Source: an optimization exercise on an open RTL-to-GDS flow (aim: small area and a short achievable clock period). Production flows keep margins and buffers that such runs may drop. Function was checked by simulation only, so behaviour that the tests miss may differ from the original.

== run 1 ==
## cao_pipe
module cao_pipe (
    input  wire        clk,
    input  wire        rst,           
    input  wire [31:0] last_pc,       
    output wire        imem_en,
    output wire [31:0] imem_addr,
    input  wire [63:0] imem_rdata,
    output wire        dmem_en,
    output wire        dmem_we,
    output wire [11:0] dmem_addr,
    output wire [31:0] dmem_wdata,
    input  wire [31:0] dmem_rdata,
    output wire        halted,
    output wire        faulted,
    output wire [31:0] fault_addr,
    output wire [31:0] cycle_count,
    output wire [31:0] retired_count,
    input  wire [3:0]  dbg_sel,
    output wire [31:0] dbg_data
);
For scale: ~5000 cells after synthesis, about 53000 µm² of cells after synthesis.
==> flow/config.mk <==
export PLATFORM = sky130hd
export DESIGN_NAME = cao_pipe
export DESIGN_NICKNAME = cao_pipe
export VERILOG_FILES = /design/flow/design.v
export SDC_FILE = /design/flow/constraint.sdc
export NUM_CORES = 4
export LEC_CHECK = 0
export CAP_MARGIN = 20
export CELL_PAD_IN_SITES_DETAIL_PLACEMENT = 1
export CELL_PAD_IN_SITES_GLOBAL_PLACEMENT = 2
export CORE_MARGIN = 2
export CORE_UTILIZATION = 50
export CTS_BUF_LIST = sky130_fd_sc_hd__clkbuf_8
export CTS_CLUSTER_SIZE = 24
export PLACE_DENSITY = 0.65
export SLEW_MARGIN = 20
export SETUP_SLACK_MARGIN = 5.5
export BUFFER_PORTS_ARGS = -buffer_cell sky130_fd_sc_hd__buf_1
==> flow/constraint.sdc <==
create_clock -name core_clock -period 12.0 [get_ports {clk}]
set_input_delay 2.4000 -clock core_clock [delete_from_list [all_inputs] [get_ports {clk}]]
set_output_delay 2.4000 -clock core_clock [all_outputs]
set_load 0.01 [all_outputs]
standard.sh (not shown) runs the stock make flow with config.mk's settings and CLKGATE_MAP_FILE= SYNTH_SCRIPT=/design/flow/synth_recipe.tcl, a recipe that flattens the netlist after the stock synthesis.
==> flow/flow/run.sh <==
#!/bin/bash
# The standard layout, with two changes to how ORFS optimises it:
#  - the ports are buffered with buf_1 cells instead of ORFS's default pick
#    (a slow delay cell), still one buffer on every input and output port;
#  - repair_timing aims for a setup slack of 5.5 ns instead of 0.
# Synthesis, floorplan, power grid, tap cells, CTS and routing are the standard flow's own
# (standard.sh); the clock and constraints are unchanged.
set -euo pipefail
cat >> config.mk << 'X'
export SETUP_SLACK_MARGIN = 5.5
export BUFFER_PORTS_ARGS = -buffer_cell sky130_fd_sc_hd__buf_1
X
bash standard.sh > standard_make.log 2>&1
--- input diff run 1..run 2 ---
- CAP_MARGIN changed from 20 to 10
- SLEW_MARGIN changed from 20 to 10
- | utilization of the core after routing | run 2 vs run 1 | ≈ equal |
- Run 1 -> run 2: overall routed net length flat
- As far as per-instance average area after synthesis goes, run 2 and run 1 are indistinguishable; the numbers are identical.
Edits applied to the flow inputs when going from run 2 to run 3:
- SLEW_MARGIN now 20, was 10
- PLACE_DENSITY now 0.72, was 0.65
- CAP_MARGIN now 20, was 10
- CORE_UTILIZATION now 60, was 50
- BUFFER_PORTS_ARGS now -buffer_cell sky130_fd_sc_hd__buf_2, was -buffer_cell sky130_fd_sc_hd__buf_1
-- flow/flow/run.sh --
<<< run 2, line 3
#  - the ports are buffered with buf_1 cells instead of ORFS's default pick
>>> run 3, line 3
#  - the ports are buffered with buf_2 cells instead of ORFS's default pick
<<< run 2, line 11
export BUFFER_PORTS_ARGS = -buffer_cell sky130_fd_sc_hd__buf_1
>>> run 3, line 11
export BUFFER_PORTS_ARGS = -buffer_cell sky130_fd_sc_hd__buf_2
### Flow results
Run 3 failed in 3_1_place_gp_skip_io with GPL-0301.
Run 2 went all the way through synthesis, placement and routing and the layout is clean on timing, DRC and antenna.
Die height was higher in the run labelled run 2.
There was hardly any difference in share of synthesized area spent on multiplexers between run 2 and run 3.
Status: compound-cell area share of the yosys netlist parity (run 2, run 3)
As far as synthesized area goes, run 3 and run 2 are indistinguishable; the numbers are identical.
From run 2 to run 3 the numbers moved as follows: die width went down, number of synthesized flops with an enable pin did not really move.
From run 2 to run 3, synthesis-stage register bit count did not move at all.
From run 2 to run 3 the numbers moved as follows: number of cells produced by synthesis now sits at about the same level, number of placement rows now sits lower, starting utilization of the core area now sits higher.
Edits applied to the flow inputs when going from run 3 to run 4:
- a change of PLACE_DENSITY from 0.72 to 0.65
- a change of CTS_BUF_LIST from sky130_fd_sc_hd__clkbuf_8 to sky130_fd_sc_hd__clkbuf_4
- a change of CORE_UTILIZATION from 60 to 50
- a deleted CTS_CLUSTER_SIZE that had been 24
Findings:
- Run 3: it failed during 3_1_place_gp_skip_io, and the tool reported GPL-0301.
- Run 4 finished every step from synthesis to the final layout, and the layout passed the timing, DRC and antenna checks.
- The number of enable flip-flop cells after synthesis of run 3 and that of run 4 are within noise of each other.
- The count of cell types in the netlist of run 3 and that of run 4 are within noise of each other.
- Summary: with run 3 as the reference, chip height in run 4 moved up by a little under 10%.
- Taking run 3 as the reference, in run 4 synthesized cell count about even, die extent in x increased by 28 µm relative to the old numbers.
- In run 4 the number of standard-cell rows in the floorplan turned out 10 higher than in run 3.
- Basic-gate share of the synthesized area counting and, or, nand and nor cells: run 4 vs run 3 identical

==> afterwards: timing with drivers on the ports <==
In the flow no input, the clock included, has a driving cell. The finished layouts below were timed again as built, in two steps. Step 1, drivers: a clkbuf_16 drives clk and a buf_2 each remaining input, both assumed. Step 2 moves the port delays by t, midway between the first and last clock arrival at a register: inputs arrive t later, outputs are due t later. That takes back most of the time a late clock gives input paths. Three values: ideal, step 1, step 2; two values: the first two.
run | t, ns | setup slack, ns | latest minus earliest clock arrival (ns) | worst register clock-pin slew, ns | pins driven straight from the clock port
run 1 | 0.935 | 5.428 / 5.384 / 5.384 | 0.049 / 0.049 | 0.07 / 0.07 | 1
run 2 | 0.923 | 5.462 / 5.422 / 5.422 | 0.069 / 0.069 | 0.08 / 0.08 | 1
run 4 | 1.249 | 5.473 / 5.446 / 5.446 | 0.075 / 0.075 | 0.09 / 0.09 | 1
After both steps setup and hold are still met in every run listed. For run 1, which loses most, drivers alone change the setup slack by -0.044 ns; drivers and shift together by -0.044 ns.
